From an optimization exercise on the open Yosys and OpenROAD flow, aimed at small area; shortcuts taken in it are not production practice. Only simulation tests tie the RTL to the original design; equivalence was not proved. No activity file was given, so power comes from the tool's default toggle rates. The clock port is modelled as an ideal driver; clocking choices that lean on that would not hold on a real chip.

purple:
// bl0940_block
module bl0940_block (
    input  wire        clk,
    input  wire        rst,
    input  wire        csr_we,
    input  wire [7:0]  csr_idx,
    input  wire [63:0] csr_wdata,
    output reg  [63:0] csr_rdata,
    output wire        busy,
    output wire        rx_flush,
    output wire        tx_valid,
    output reg  [7:0]  tx_data,
    output wire        tx_last,
    input  wire        tx_ready,
    input  wire        tx_fail,
    output wire        rx_active,
    input  wire        rx_valid,
    input  wire [7:0]  rx_data,
    input  wire        rx_timeout
);
clock: 10.0 ns
lec_check: 0
cap_margin: 20
core_margin: 2
core_utilization: 75
slew_margin: 20
standard.sh (not shown) runs the stock make flow with config.mk's settings and CLKGATE_MAP_FILE= SYNTH_SCRIPT=/design/flow/synth_recipe.tcl, a recipe that flattens the netlist after the stock synthesis.
==> flow/flow/run.sh <==
#!/bin/bash
# The standard ORFS layout (standard.sh) with three changes:
#  - synthesis maps the logic with an area-oriented abc script (flow/area_synth.tcl);
#  - every port still gets a buffer, but the smallest one (buf_1);
#  - a coarser clock tree of clkbuf_8 without dummy loads.
# make's output goes to orfs_make.log; ORFS's per-step logs are under orfs/logs/.
set -uo pipefail
here=$(pwd)
bash standard.sh \
  "SYNTH_SCRIPT=$here/flow/area_synth.tcl" \
  "AREA_ABC_SCRIPT=$here/flow/area.abc" \
  "BUFFER_PORTS_ARGS=-buffer_cell sky130_fd_sc_hd__buf_1" \
  "CTS_ARGS=-sink_clustering_enable -repair_clock_nets -buf_list sky130_fd_sc_hd__clkbuf_8 -sink_clustering_size 18 -sink_clustering_max_diameter 70 -dont_use_dummy_load" \
  finish > orfs_make.log 2>&1
==> flow/flow/area.abc <==
strash
ifraig
scorr
dc2
strash
&get -n
&deepsyn -T 20
&nf -a -R 500
&put
topo
dnsize -c
==> flow/flow/area_synth.tcl <==
# The standard flow's synthesis script (synth_recipe.tcl) with one change: the abc call that maps the
# logic uses an area-oriented script (flow/area.abc) instead of ORFS's speed script.
proc synth {args} { yosys synth -nofsm -noshare {*}$args }
proc abc {args} {
  set i [lsearch -exact $args -script]
  if { $i >= 0 } { lset args [expr {$i + 1}] $::env(AREA_ABC_SCRIPT) }
  set j [lsearch -exact $args -D]
  if { $j >= 0 } { set args [lreplace $args $j [expr {$j + 1}]] }
  yosys abc {*}$args
}
source $::env(SCRIPTS_DIR)/synth.tcl
# left out here: clear keep_hierarchy, flatten, clean up, hide names made inside functions, write 1_2_yosys.v
Having completed the whole flow, purple delivered a layout that passed the timing, DRC and antenna checks.
Edits applied to the flow inputs when going from purple to green:
Settings: CORE_UTILIZATION changed from 75 to 70.
--- a/flow/flow/run.sh
+++ b/flow/flow/run.sh
@@ -13 +13 @@
-  "CTS_ARGS=-sink_clustering_enable -repair_clock_nets -buf_list sky130_fd_sc_hd__clkbuf_8 -sink_clustering_size 18 -sink_clustering_max_diameter 70 -dont_use_dummy_load" \
+  "CTS_ARGS=-sink_clustering_enable -repair_clock_nets -buf_list sky130_fd_sc_hd__clkbuf_8 -sink_clustering_size 16 -sink_clustering_max_diameter 60 -dont_use_dummy_load" \
- green has completed all stages; timing, DRC and antenna checks passed.
- From purple to green the numbers moved as follows: shortest clock period the worst path allows after layout -0.067 ns, routed via count -147, placer's final routability congestion estimate -4.2%.

========
bl0940_block, a different RTL version from the one above (not shown whole).
For scale: ~1300 cells after synthesis, about 600 flip-flops, ~0.022 mm2 of cells after synthesis.
Settings: LEC_CHECK=0, CAP_MARGIN=20, CORE_MARGIN=2, CORE_UTILIZATION=70, SLEW_MARGIN=20; clock period 10.0 ns.
==> flow/flow/run.sh <==
#!/bin/bash
# The standard ORFS layout (standard.sh) with three changes:
#  - synthesis maps the logic with an area-oriented abc script (flow/area_synth.tcl);
#  - every port still gets a buffer, but the smallest one (buf_1);
#  - a coarser clock tree of clkbuf_8 without dummy loads.
# make's output goes to orfs_make.log; ORFS's per-step logs are under orfs/logs/.
set -uo pipefail
here=$(pwd)
bash standard.sh \
  "SYNTH_SCRIPT=$here/flow/area_synth.tcl" \
  "AREA_ABC_SCRIPT=$here/flow/area.abc" \
  "BUFFER_PORTS_ARGS=-buffer_cell sky130_fd_sc_hd__buf_1" \
  "CTS_ARGS=-sink_clustering_enable -repair_clock_nets -buf_list sky130_fd_sc_hd__clkbuf_8 -sink_clustering_size 20 -sink_clustering_max_diameter 60 -dont_use_dummy_load" \
  finish > orfs_make.log 2>&1
==> flow/flow/area.abc <==
strash
ifraig
scorr
dc2
strash
&get -n
&dch -f
&nf -a
&put
topo
dnsize -c
Scripts as last shown in full above: flow/flow/area_synth.tcl
Then changed:
==> flow/flow/area.abc (replaced) <==
strash
ifraig
scorr
dc2
strash
&get -n
&deepsyn -T 20
&nf -a
&put
topo
dnsize -c
CAP_MARGIN = 0   (was 20)
SLEW_MARGIN = 0   (was 20)
Outcome: The changed run passed the timing, DRC and antenna checks; design area drops by 1.5%; setup slack degrades by 260 ps; routed wire length drops by about 3.6%; final cell count drops by about 6%; sequential cell count stays the same; utilization drops by 0.74 points; global-route usage drops by 0.38 points; sequential share of layout area climbs by 1.1 points.
Then changed:
CAP_MARGIN = 20   (was 0)
SLEW_MARGIN = 20   (was 0)
The new run went through all stages and came out clean.
Wire length is about the same.
Total power stays flat.
Sequential power hardly moves.
Maximum frequency increases by 5.0%.
Synthesized cell count is unchanged.
Design area stays flat.
Worst setup slack is better by 360 ps.
Utilization came out higher by 0.12 points.
Sequential share of layout area drops by 0.12 points.
Then changed:
==> flow/flow/run.sh (replaced) <==
#!/bin/bash
# Standard ORFS layout with smaller port buffers and a coarser clock tree.
set -uo pipefail
bash standard.sh \
  "BUFFER_PORTS_ARGS=-buffer_cell sky130_fd_sc_hd__buf_1" \
  "CTS_ARGS=-sink_clustering_enable -repair_clock_nets -buf_list sky130_fd_sc_hd__clkbuf_8 -sink_clustering_size 20 -sink_clustering_max_diameter 60 -dont_use_dummy_load" \
  finish > orfs_make.log 2>&1
removed: flow/flow/area.abc
removed: flow/flow/area_synth.tcl
Via count grows by 7.1%.
Clock-buffer cell count decreases by 3.
Cell count went up by 9.0%.
Sequential power stays flat.
Critical path depth is higher by 1.
Register-to-register slack is better by 410 ps.
Clock power stays flat.
Global-route usage is about the same.
Utilization came out lower by 0.43 points.

========
## run A
Starting RTL as in the previous note.
export LEC_CHECK = 0
export CAP_MARGIN = 20
export CORE_MARGIN = 2
export CORE_UTILIZATION = 70
export SLEW_MARGIN = 20
create_clock -name core_clock -period 10.0 [get_ports {clk}]
==> flow/flow/run.sh <==
#!/bin/bash
# Standard ORFS layout with smaller port buffers and a coarser clock tree.
set -uo pipefail
bash standard.sh \
  "BUFFER_PORTS_ARGS=-buffer_cell sky130_fd_sc_hd__buf_1" \
  "CTS_ARGS=-sink_clustering_enable -repair_clock_nets -buf_list sky130_fd_sc_hd__clkbuf_16 -sink_clustering_size 30 -sink_clustering_max_diameter 80 -dont_use_dummy_load" \
  finish > orfs_make.log 2>&1
Here is what was changed in the inputs of run B compared with run A.
==> flow/run.sh (new file) <==
#!/bin/bash
# synth_recipe.tcl (not shown) runs the flow's synth.tcl, then flattens the netlist and writes it again
# the make line also repeats each setting of config.mk as NAME=value (left out here)
make -C /OpenROAD-flow-scripts/flow DESIGN_CONFIG=/design/flow/config.mk WORK_HOME=/design/flow/orfs CLKGATE_MAP_FILE= SYNTH_SCRIPT=/design/flow/synth_recipe.tcl finish
--- a/flow/config.mk
+++ b/flow/config.mk
@@ -9,3 +9,4 @@
 export CORE_MARGIN = 2
-export CORE_UTILIZATION = 70
+export CORE_UTILIZATION = 40
+export CTS_BUF_LIST = sky130_fd_sc_hd__clkbuf_4
 export SLEW_MARGIN = 20
removed: flow/flow/run.sh
removed: flow/standard.sh
[summary]
When run B is measured against run A, its effective utilization at floorplan turns out 30 points lower.
Relative to run A, proportion of total power due to net switching has increased by 2.4 points in run B.
In run B, H-tree level count is higher than in run A.
Run B vs. run A: combined global-route utilization of all metal layers decreased by 11 points relative to the old numbers, proportion of power drawn by combinational gates about even, count of mapped cells out of synthesis barely changed, wire length of the first global-routing pass grew by 14%, pin slew with the least headroom to its limit lower.
Input-level comparison between run C and run B:
--- a/flow/config.mk
+++ b/flow/config.mk
@@ -9,4 +9,5 @@
 export CORE_MARGIN = 2
-export CORE_UTILIZATION = 40
-export CTS_BUF_LIST = sky130_fd_sc_hd__clkbuf_4
+export CORE_UTILIZATION = 70
+export CTS_BUF_LIST = sky130_fd_sc_hd__clkbuf_8
+export CTS_CLUSTER_SIZE = 30
 export SLEW_MARGIN = 20
## What came out
- Re hold slack: run B was lower than run C.
- The detailed-routing iteration count for the pre-antenna-repair pass number comes out lower for run B vs run C.
- Between run C and run B, the difference in sequential cell count is negligible.
- Taking run B as the reference point, the full die area of run C falls by about 40%.
- Looking at uppermost layer routed, the met5 result is from run C; the met4 one comes from run B.
- Compared with run B, in run C utilization now larger; count of clock-buffer cells in the layout shrank by 126.

========
bl0940_block with an RTL version that a note above also has.
Size: about 1,200 cells after synthesis, ~600 flip-flops, roughly 160 I/O pins, roughly 22,000 sq um of cells after synthesis.
clock: 10.0 ns
lec_check: 0
cap_margin: 20
core_margin: 2
core_utilization: 75
slew_margin: 20
==> flow/flow/run.sh <==
#!/bin/bash
# The standard ORFS layout (standard.sh) with three changes:
#  - synthesis maps the logic with an area-oriented abc script (flow/area_synth.tcl);
#  - every port still gets a buffer, but the smallest one (buf_1);
#  - a coarser clock tree of clkbuf_8 without dummy loads.
# make's output goes to orfs_make.log; ORFS's per-step logs are under orfs/logs/.
set -uo pipefail
here=$(pwd)
# the platform's don't-use cells, plus the larger plain buffers, so that the resizer's
# buffering uses buf_1 and buf_2
dont_use=$(make -s -C "$FLOW_HOME" DESIGN_CONFIG="$here/config.mk" WORK_HOME="$here/orfs" print-DONT_USE_CELLS 2>print_vars.log | sed -n 's/^DONT_USE_CELLS: //p')
dont_use="$dont_use sky130_fd_sc_hd__buf_4 sky130_fd_sc_hd__buf_6 sky130_fd_sc_hd__buf_8 sky130_fd_sc_hd__buf_12 sky130_fd_sc_hd__buf_16"
bash standard.sh \
  "SYNTH_SCRIPT=$here/flow/area_synth.tcl" \
  "AREA_ABC_SCRIPT=$here/flow/area.abc" \
  "BUFFER_PORTS_ARGS=-buffer_cell sky130_fd_sc_hd__buf_1" \
  "CTS_ARGS=-sink_clustering_enable -repair_clock_nets -buf_list sky130_fd_sc_hd__clkbuf_8 -sink_clustering_size 18 -sink_clustering_max_diameter 70 -dont_use_dummy_load" \
  "DONT_USE_CELLS=$dont_use" \
  "MIN_BUF_CELL_AND_PORTS=sky130_fd_sc_hd__buf_2 A X" \
  finish > orfs_make.log 2>&1
==> flow/flow/area.abc <==
strash
ifraig
scorr
dc2
strash
&get -n
&deepsyn -T 20
&nf -a -R 500
&put
topo
dnsize -c
==> flow/flow/area_synth.tcl <==
# The standard flow's synthesis script (synth_recipe.tcl) with one change: the abc call that maps the
# logic uses an area-oriented script (flow/area.abc) instead of ORFS's speed script.
proc synth {args} { yosys synth -nofsm -noshare {*}$args }
proc abc {args} {
  set i [lsearch -exact $args -script]
  if { $i >= 0 } { lset args [expr {$i + 1}] $::env(AREA_ABC_SCRIPT) }
  set j [lsearch -exact $args -D]
  if { $j >= 0 } { set args [lreplace $args $j [expr {$j + 1}]] }
  yosys abc {*}$args
}
source $::env(SCRIPTS_DIR)/synth.tcl
# left out here: clear keep_hierarchy, flatten, clean up, hide names made inside functions, write 1_2_yosys.v
The baseline passed the timing, DRC and antenna checks.
Rerun with:
==> flow/flow/run.sh (replaced) <==
#!/bin/bash
# The standard ORFS layout (standard.sh) with three changes:
#  - synthesis maps the logic with an area-oriented abc script (flow/area_synth.tcl);
#  - every port still gets a buffer, but the smallest one (buf_1);
#  - a coarser clock tree of clkbuf_8 without dummy loads.
# make's output goes to orfs_make.log; ORFS's per-step logs are under orfs/logs/.
set -uo pipefail
here=$(pwd)
bash standard.sh \
  "SYNTH_SCRIPT=$here/flow/area_synth.tcl" \
  "AREA_ABC_SCRIPT=$here/flow/area.abc" \
  "BUFFER_PORTS_ARGS=-buffer_cell sky130_fd_sc_hd__buf_1" \
  "CTS_ARGS=-sink_clustering_enable -repair_clock_nets -buf_list sky130_fd_sc_hd__clkbuf_8 -sink_clustering_size 18 -sink_clustering_max_diameter 70 -dont_use_dummy_load" \
  finish > orfs_make.log 2>&1
- CORE_UTILIZATION: 75 -> 78
After rerunning: Routed wire length came out higher by 3.0%. Cell count barely changes. Non-clock buffer count came out higher by 8. Sequential share of layout area hardly moves. Global-route usage came out higher by 2.8 points.
Rerun with:
--- a/flow/flow/run.sh
+++ b/flow/flow/run.sh
@@ -7,4 +7,8 @@
 set -uo pipefail
 here=$(pwd)
+# the platform's don't-use cells, plus the larger plain buffers, so that the resizer's
+# buffering uses buf_1 and buf_2
+dont_use=$(make -s -C "$FLOW_HOME" DESIGN_CONFIG="$here/config.mk" WORK_HOME="$here/orfs" print-DONT_USE_CELLS 2>print_vars.log | sed -n 's/^DONT_USE_CELLS: //p')
+dont_use="$dont_use sky130_fd_sc_hd__buf_4 sky130_fd_sc_hd__buf_6 sky130_fd_sc_hd__buf_8 sky130_fd_sc_hd__buf_12 sky130_fd_sc_hd__buf_16"
 bash standard.sh \
   "SYNTH_SCRIPT=$here/flow/area_synth.tcl" \
@@ -12,3 +16,4 @@
   "BUFFER_PORTS_ARGS=-buffer_cell sky130_fd_sc_hd__buf_1" \
   "CTS_ARGS=-sink_clustering_enable -repair_clock_nets -buf_list sky130_fd_sc_hd__clkbuf_8 -sink_clustering_size 18 -sink_clustering_max_diameter 70 -dont_use_dummy_load" \
+  "DONT_USE_CELLS=$dont_use" \
   finish > orfs_make.log 2>&1
- CORE_UTILIZATION: 78 -> 75
The changed run never finished: it broke off in synthesis (1_2_yosys).
Rerun with:
==> flow/flow/run.sh (replaced) <==
#!/bin/bash
# The standard ORFS layout (standard.sh) with three changes:
#  - synthesis maps the logic with an area-oriented abc script (flow/area_synth.tcl);
#  - every port still gets a buffer, but the smallest one (buf_1);
#  - a coarser clock tree of clkbuf_8 without dummy loads.
# make's output goes to orfs_make.log; ORFS's per-step logs are under orfs/logs/.
set -uo pipefail
here=$(pwd)
bash standard.sh \
  "SYNTH_SCRIPT=$here/flow/area_synth.tcl" \
  "AREA_ABC_SCRIPT=$here/flow/area.abc" \
  "BUFFER_PORTS_ARGS=-buffer_cell sky130_fd_sc_hd__buf_1" \
  "CTS_ARGS=-sink_clustering_enable -repair_clock_nets -buf_list sky130_fd_sc_hd__clkbuf_8 -sink_clustering_size 18 -sink_clustering_max_diameter 70 -dont_use_dummy_load" \
  finish > orfs_make.log 2>&1
- CAP_MARGIN: 20 -> 10
- CORE_UTILIZATION: 75 -> 78
- SLEW_MARGIN: 20 -> 10
What happened: Now the flow completed with no timing, DRC or antenna violations.

-- static timing again, ports no longer ideal --
How much do the figures lean on ideal ports? The routed layouts below were timed once more, with nothing changed but the port constraints. Step 1, drivers: a clkbuf_16 drives clk and a buf_2 each remaining input, both assumed. Step 2 times the ports against the registers' clock, not the clock port: input delays grow and output delays shrink by t, the midpoint of the rising clock arrivals with the driver on. a / b / c = ideal ports / drivers / drivers and shift; a / b = the first two.
run | shift t [ns] | setup slack, ns | worst setup path at the end | slew at the worst register clock pin (ns)
purple | 0.617 | 2.421 / 2.392 / 2.392 | input to output | 0.11 / 0.11
green | 0.619 | 2.488 / 2.463 / 2.463 | input to output | 0.11 / 0.11
the first run of note 2 | 0.621 | 2.655 / 2.626 / 2.626 | input to output | 0.12 / 0.12
the second run of note 2 | 0.605 | 2.399 / 2.369 / 2.369 | input to output | 0.12 / 0.12
the third run of note 2 | 0.612 | 2.761 / 2.731 / 2.731 | input to output | 0.12 / 0.12
the fourth run of note 2 | 0.618 | 2.629 / 2.604 / 2.604 | input to output | 0.12 / 0.12
run A | 0.613 | 2.673 / 2.647 / 2.647 | input to output | 0.12 / 0.12
run B | 1.006 | 1.905 / 1.876 / 1.876 | input to output | 0.07 / 0.07
run C | 0.699 | 1.908 / 1.882 / 1.882 | input to output | 0.07 / 0.07
the first run of note 4 | 0.618 | 2.188 / 2.165 / 2.165 | input to output | 0.12 / 0.12
the second run of note 4 | 0.607 | 2.370 / 2.349 / 2.349 | input to output | 0.12 / 0.12
the fourth run of note 4 | 0.609 | 2.401 / 2.381 / 2.381 | input to output | 0.12 / 0.12
After both steps setup and hold are still met in every run listed.
